Background: an optimization exercise with open tools, aiming at small area. Do not read the settings as production practice.
The RTL was checked by simulation tests, not by an equivalence proof against the original design.
Power figures rest on the tool's default switching activity, not on a simulated workload.

== job 2325 ==
## hc11mon_dl
module hc11mon_dl #(
    parameter [15:0] MIN      = 16'h0400,
    parameter [15:0] MAX      = 16'h7DFF,
    parameter [15:0] LF_START = 16'h1000,
    parameter [15:0] LF_MAX   = 16'h7DC0
) (
    input  wire        clk,
    input  wire        rst,
    input  wire        cmd_valid,
    output wire        cmd_ready,
    input  wire [1:0]  cmd_op,
    input  wire [15:0] cmd_start,
    input  wire [15:0] cmd_end,
    input  wire        in_valid,
    output wire        in_ready,
    input  wire [7:0]  in_data,
    input  wire        in_eos,
    output wire        mem_req,
    output wire        mem_we,
    output wire [15:0] mem_addr,
    output wire [7:0]  mem_wdata,
    input  wire        mem_ack,
    input  wire [7:0]  mem_rdata,
    output wire        ev_valid,
    input  wire        ev_ready,
    output wire [2:0]  ev_type,
    output wire [15:0] ev_addr,
    output wire [15:0] ev_data,
    output wire [15:0] ev_line,
    output wire [2:0]  ev_kind,
    output wire        ev_flag,
    output wire [2:0]  ev_len,
    output wire [47:0] ev_raw,
    output wire [2:0]  ev_fam,
    output wire [3:0]  ev_sfx,
    output wire [2:0]  ev_opform
);
    localparam EV_ORG = 3'd1, EV_INSTR = 3'd2, EV_END = 3'd3, EV_PROGRESS = 3'd4,
               EV_SUMMARY = 3'd5, EV_REPORT = 3'd6;
    localparam ERR_BOUNDS = 3'd2, ERR_FORMAT = 3'd3, ERR_CHECKSUM = 3'd4,
               ERR_STREAMEND = 3'd5, ERR_RANGE = 3'd6;
    localparam S_IDLE  = 5'd0,
               S_EV    = 5'd1,    
               S_DCMP  = 5'd2,    
               S_DCHK  = 5'd3,    
               S_DPRD  = 5'd4,    
               S_DPEV  = 5'd5,    
               S_DINC  = 5'd6,    
               S_DORD  = 5'd7,    
               S_DREW  = 5'd8,    
               S_DROT  = 5'd29,   
               S_DALN  = 5'd9,    
               S_DADV  = 5'd10,   
               S_LINIT = 5'd11,   
               S_LSCAN = 5'd12,   
               S_LHDR  = 5'd13,   
               S_LHB   = 5'd14,   
               S_LHROT = 5'd15,   
               S_LHCHK = 5'd16,   
  ...
Size in the first run: ~760 cells after synthesis, roughly 140 flip-flops, roughly 200 I/O pins, roughly 0.0075 mm² of cells after synthesis.
clock: 10.0 ns
lec_check: 0
cap_margin: 20
core_margin: 2
core_utilization: 40
cts_buf_list: sky130_fd_sc_hd__clkbuf_8
place_density: 0.6
slew_margin: 20
standard.sh (not shown) runs the stock make flow with config.mk's settings and CLKGATE_MAP_FILE= SYNTH_SCRIPT=/design/flow/synth_recipe.tcl, a recipe that flattens the netlist after the stock synthesis.
==> flow/flow/run.sh <==
#!/bin/bash
# Own layout flow: the standard flow (standard.sh) with two changes.
#  1. Synthesis maps the logic with ABC's default area-oriented script instead of
#     ORFS's delay-oriented one (the 10 ns clock has ample slack). Everything else in
#     the synthesis is synth_recipe.tcl unchanged: same passes, same register mapping,
#     flattening and renaming.
#  2. The port buffers that placement inserts on every input and output are the
#     smallest buffer cell (buf_1).
# Each tool's output goes to the ORFS logs under orfs/logs; make's own output goes to
# flow_make.log.
set -euo pipefail
here=$(pwd)

# synthesis script: synth_recipe.tcl with its "source .../synth.tcl" replaced by a copy
# of synth.tcl whose abc call uses the default script (flow/area_abc.tcl does this)
python3 - "$here" <<'PY'
import sys, re
here = sys.argv[1]
src = open(f"{here}/synth_recipe.tcl").read()
line = "source $::env(SCRIPTS_DIR)/synth.tcl"
assert line in src, "synth_recipe.tcl changed"
src = src.replace(line, f"source {here}/flow/area_abc.tcl")
open(f"{here}/own_synth.tcl", "w").write(src)
std = open(f"{here}/standard.sh").read()
new, n = re.subn(r"SYNTH_SCRIPT=\S*synth_recipe\.tcl", f"SYNTH_SCRIPT={here}/own_synth.tcl", std)
assert n == 1, "standard.sh changed"
open(f"{here}/own_standard.sh", "w").write(new)
PY

export BUFFER_PORTS_ARGS="-buffer_cell sky130_fd_sc_hd__buf_1"
export CTS_ARGS="-sink_clustering_enable -repair_clock_nets -dont_use_dummy_load -buf_list {sky130_fd_sc_hd__clkbuf_4 sky130_fd_sc_hd__clkbuf_8}"
bash "$here/own_standard.sh" > "$here/flow_make.log" 2>&1
==> flow/flow/area_abc.tcl <==
# ORFS synth.tcl, run with one change: the abc call maps with ABC's default script
# (area oriented, no delay target) instead of the script chosen by synth_preamble.tcl.
set f [open $::env(SCRIPTS_DIR)/synth.tcl]
set txt [read $f]
close $f
set old {log_cmd abc {*}$abc_args}
if { [string first $old $txt] < 0 } { error "abc call not found in synth.tcl" }
set new {log_cmd abc {*}$lib_args {*}$lib_dont_use_args}
uplevel #0 [string map [list $old $new] $txt]
The final layout from job 2325, which completed every stage, passed the timing, DRC and antenna checks at the end of the flow.
#### Input delta (job 7579 over job 2325)
- a change of SLEW_MARGIN from 20 to 0
- a change of CAP_MARGIN from 20 to 0
--- a/flow/flow/run.sh
+++ b/flow/flow/run.sh
@@ -31 +30,0 @@
-export CTS_ARGS="-sink_clustering_enable -repair_clock_nets -dont_use_dummy_load -buf_list {sky130_fd_sc_hd__clkbuf_4 sky130_fd_sc_hd__clkbuf_8}"
==> results.txt <==
Changes observed in job 7579 relative to job 2325: overall track demand over capacity in global routing now sits at about the same level, setup slack now sits lower, period utilization now sits at about the same level. | share of power burned in combinational logic | job 7579 vs job 2325 | 3.1 points lower |. [compare] base=job 2325 new=job 7579: leakage power climbed 3.4%; end-of-flow core utilization climbed 1.1 points. Looking at job 2325 and job 7579, the reg-to-reg setup timing slack is a wash. Job 7579: all stages complete, timing, DRC and antenna checks passed. The higher count of clock-buffer cells in the layout came out of job 7579. Maximum frequency: job 2325 vs job 7579, no meaningful difference.
### job 7579 -> job 5103
- a change of PLACE_DENSITY from 0.6 to 0.8
- a change of CORE_UTILIZATION from 40 to 65
- a change of CAP_MARGIN from 0 to 20
- a change of SLEW_MARGIN from 0 to 20
--- a/flow/flow/run.sh
+++ b/flow/flow/run.sh
@@ -30,0 +31 @@
+export CTS_ARGS="-sink_clustering_enable -repair_clock_nets -dont_use_dummy_load -buf_list sky130_fd_sc_hd__clkbuf_8"
Findings:
- Against job 7579, aggregate routed wire length in job 5103 rose by a few percent.
- Comparing job 7579 and job 5103, the lower area added between synthesis and finish is on job 5103.
- Diff job 7579 -> job 5103 | net switching power | decrease of 1.0%
- Job 5103 completed; timing, DRC and antenna clean
### job 5103 -> job 5196
- CORE_UTILIZATION changed from 65 to 40
- PLACE_DENSITY changed from 0.8 to 0.6
--- a/flow/flow/run.sh
+++ b/flow/flow/run.sh
@@ -31 +31 @@
-export CTS_ARGS="-sink_clustering_enable -repair_clock_nets -dont_use_dummy_load -buf_list sky130_fd_sc_hd__clkbuf_8"
+export CTS_ARGS="-repair_clock_nets -dont_use_dummy_load -buf_list sky130_fd_sc_hd__clkbuf_8"
- Looking at pin slew with the least headroom to its limit, job 5196 sits 56 ps below job 5103.
- Job 5196 vs. job 5103: headroom to the max-slew limit higher, detail-routed via count per cell lower.

== run 1 ==
hc11mon_dl, a different RTL version from the one above (not shown whole).
Size in the first run: ~750 cells after synthesis, ~140 flip-flops, about 200 I/O pins, roughly 7500 µm² of cells after synthesis.
// hc11mon_dl
module hc11mon_dl #(
    parameter [15:0] MIN      = 16'h0400,
    parameter [15:0] MAX      = 16'h7DFF,
    parameter [15:0] LF_START = 16'h1000,
    parameter [15:0] LF_MAX   = 16'h7DC0
) (
    input  wire        clk,
    input  wire        rst,
    input  wire        cmd_valid,
    output wire        cmd_ready,
    input  wire [1:0]  cmd_op,
    input  wire [15:0] cmd_start,
    input  wire [15:0] cmd_end,
    input  wire        in_valid,
    output wire        in_ready,
    input  wire [7:0]  in_data,
    input  wire        in_eos,
    output wire        mem_req,
    output wire        mem_we,
    output wire [15:0] mem_addr,
    output wire [7:0]  mem_wdata,
    input  wire        mem_ack,
    input  wire [7:0]  mem_rdata,
    output wire        ev_valid,
    input  wire        ev_ready,
    output wire [2:0]  ev_type,
    output wire [15:0] ev_addr,
    output wire [15:0] ev_data,
    output wire [15:0] ev_line,
    output wire [2:0]  ev_kind,
    output wire        ev_flag,
    output wire [2:0]  ev_len,
    output wire [47:0] ev_raw,
    output wire [2:0]  ev_fam,
    output wire [3:0]  ev_sfx,
    output wire [2:0]  ev_opform
);
Settings: LEC_CHECK=0, CAP_MARGIN=20, CORE_MARGIN=2, CORE_UTILIZATION=65, CTS_BUF_LIST=sky130_fd_sc_hd__clkbuf_8, PLACE_DENSITY=0.8, SLEW_MARGIN=20; clock period 10.0 ns.
==> flow/flow/run.sh <==
#!/bin/bash
# Own layout flow: the standard flow (standard.sh) with two changes.
#  1. Synthesis maps the logic with ABC's default area-oriented script instead of
#     ORFS's delay-oriented one (the 10 ns clock has ample slack). Everything else in
#     the synthesis is synth_recipe.tcl unchanged: same passes, same register mapping,
#     flattening and renaming.
#  2. The port buffers that placement inserts on every input and output are the
#     smallest buffer cell (buf_1).
#  3. Clock tree synthesis builds the tree from clkbuf_8 and adds no dummy loads
#     (-dont_use_dummy_load); every register is still clocked through the buffered tree.
# Each tool's output goes to the ORFS logs under orfs/logs; make's own output goes to
# flow_make.log.
set -euo pipefail
here=$(pwd)

# synthesis script: synth_recipe.tcl with its "source .../synth.tcl" replaced by a copy
# of synth.tcl whose abc call uses the default script (flow/area_abc.tcl does this)
python3 - "$here" <<'PY'
import sys, re
here = sys.argv[1]
src = open(f"{here}/synth_recipe.tcl").read()
line = "source $::env(SCRIPTS_DIR)/synth.tcl"
assert line in src, "synth_recipe.tcl changed"
src = src.replace(line, f"source {here}/flow/area_abc.tcl")
open(f"{here}/own_synth.tcl", "w").write(src)
std = open(f"{here}/standard.sh").read()
new, n = re.subn(r"SYNTH_SCRIPT=\S*synth_recipe\.tcl", f"SYNTH_SCRIPT={here}/own_synth.tcl", std)
assert n == 1, "standard.sh changed"
open(f"{here}/own_standard.sh", "w").write(new)
PY

export BUFFER_PORTS_ARGS="-buffer_cell sky130_fd_sc_hd__buf_1"
export CTS_ARGS="-sink_clustering_enable -repair_clock_nets -dont_use_dummy_load -buf_list sky130_fd_sc_hd__clkbuf_8"
bash "$here/own_standard.sh" > "$here/flow_make.log" 2>&1
Scripts as last shown in full above: flow/flow/area_abc.tcl
#### Input delta (run 2 over run 1)
Settings: PLACE_DENSITY: 0.8 -> 0.85; CORE_UTILIZATION: 65 -> 72.
[summary]
Run 2 — initial core utilization 7.1 points higher, run 1 as reference. The maximum clock frequency of run 2 is lower than that of run 1. Against run 1, run 2 comes in 7.1% lower on average wire per cell in the routed design. Run 2 vs. run 1: half-perimeter wire length of the detailed placement result decreased 2.1 mm, fraction of area in multi-input gates held. Between run 2 and run 1, worst slack after detailed placement is higher for run 1, run 2 comes in under that. Run 2: met3 routing resource usage after global routing is 4.7 points higher than what run 1 reported. Run 1 reports its launch point of the critical path as state[3] while run 2 reports state[4]. Sequential group share of total power: run 2 higher than run 1. Worst setup slack, run 2 and run 1: lower on run 2. Re share of the cycle needed by the critical path after routing: run 2 and run 1 aren't equal, and the lower value belongs to run 1.

==> port drivers added, routing unchanged <==
In the flow no input, the clock included, has a driving cell. The finished layouts below were timed again as built, in two steps.
Step 1, drivers: a clkbuf_16 drives clk and a buf_2 each remaining input, both assumed.
Step 2 also shifts input and output timing later by t, the mid clock arrival at the registers, as if the neighbouring blocks saw the same clock.
Slacks: no drivers / after step 1 / after step 2; pairs: no drivers / after step 1.
run	t, ns	slack for setup (ns)	worst register clock-pin slew, ns	worst slew at a driven data input, ns	pins driven straight from the clock port
job 2325	0.480	4.912 / 4.912 / 4.912	0.08 / 0.08	0.04	1
job 7579	0.483	4.900 / 4.900 / 4.900	0.09 / 0.09	0.04	1
job 5103	0.475	4.871 / 4.871 / 4.871	0.07 / 0.07	0.04	1
job 5196	0.480	4.912 / 4.912 / 4.912	0.08 / 0.08	0.04	1
run 1	0.487	4.888 / 4.888 / 4.888	0.08 / 0.08	0.04	1
run 2	0.469	4.587 / 4.587 / 4.587	0.08 / 0.08	0.06	1
After both steps setup and hold are still met in every run listed.
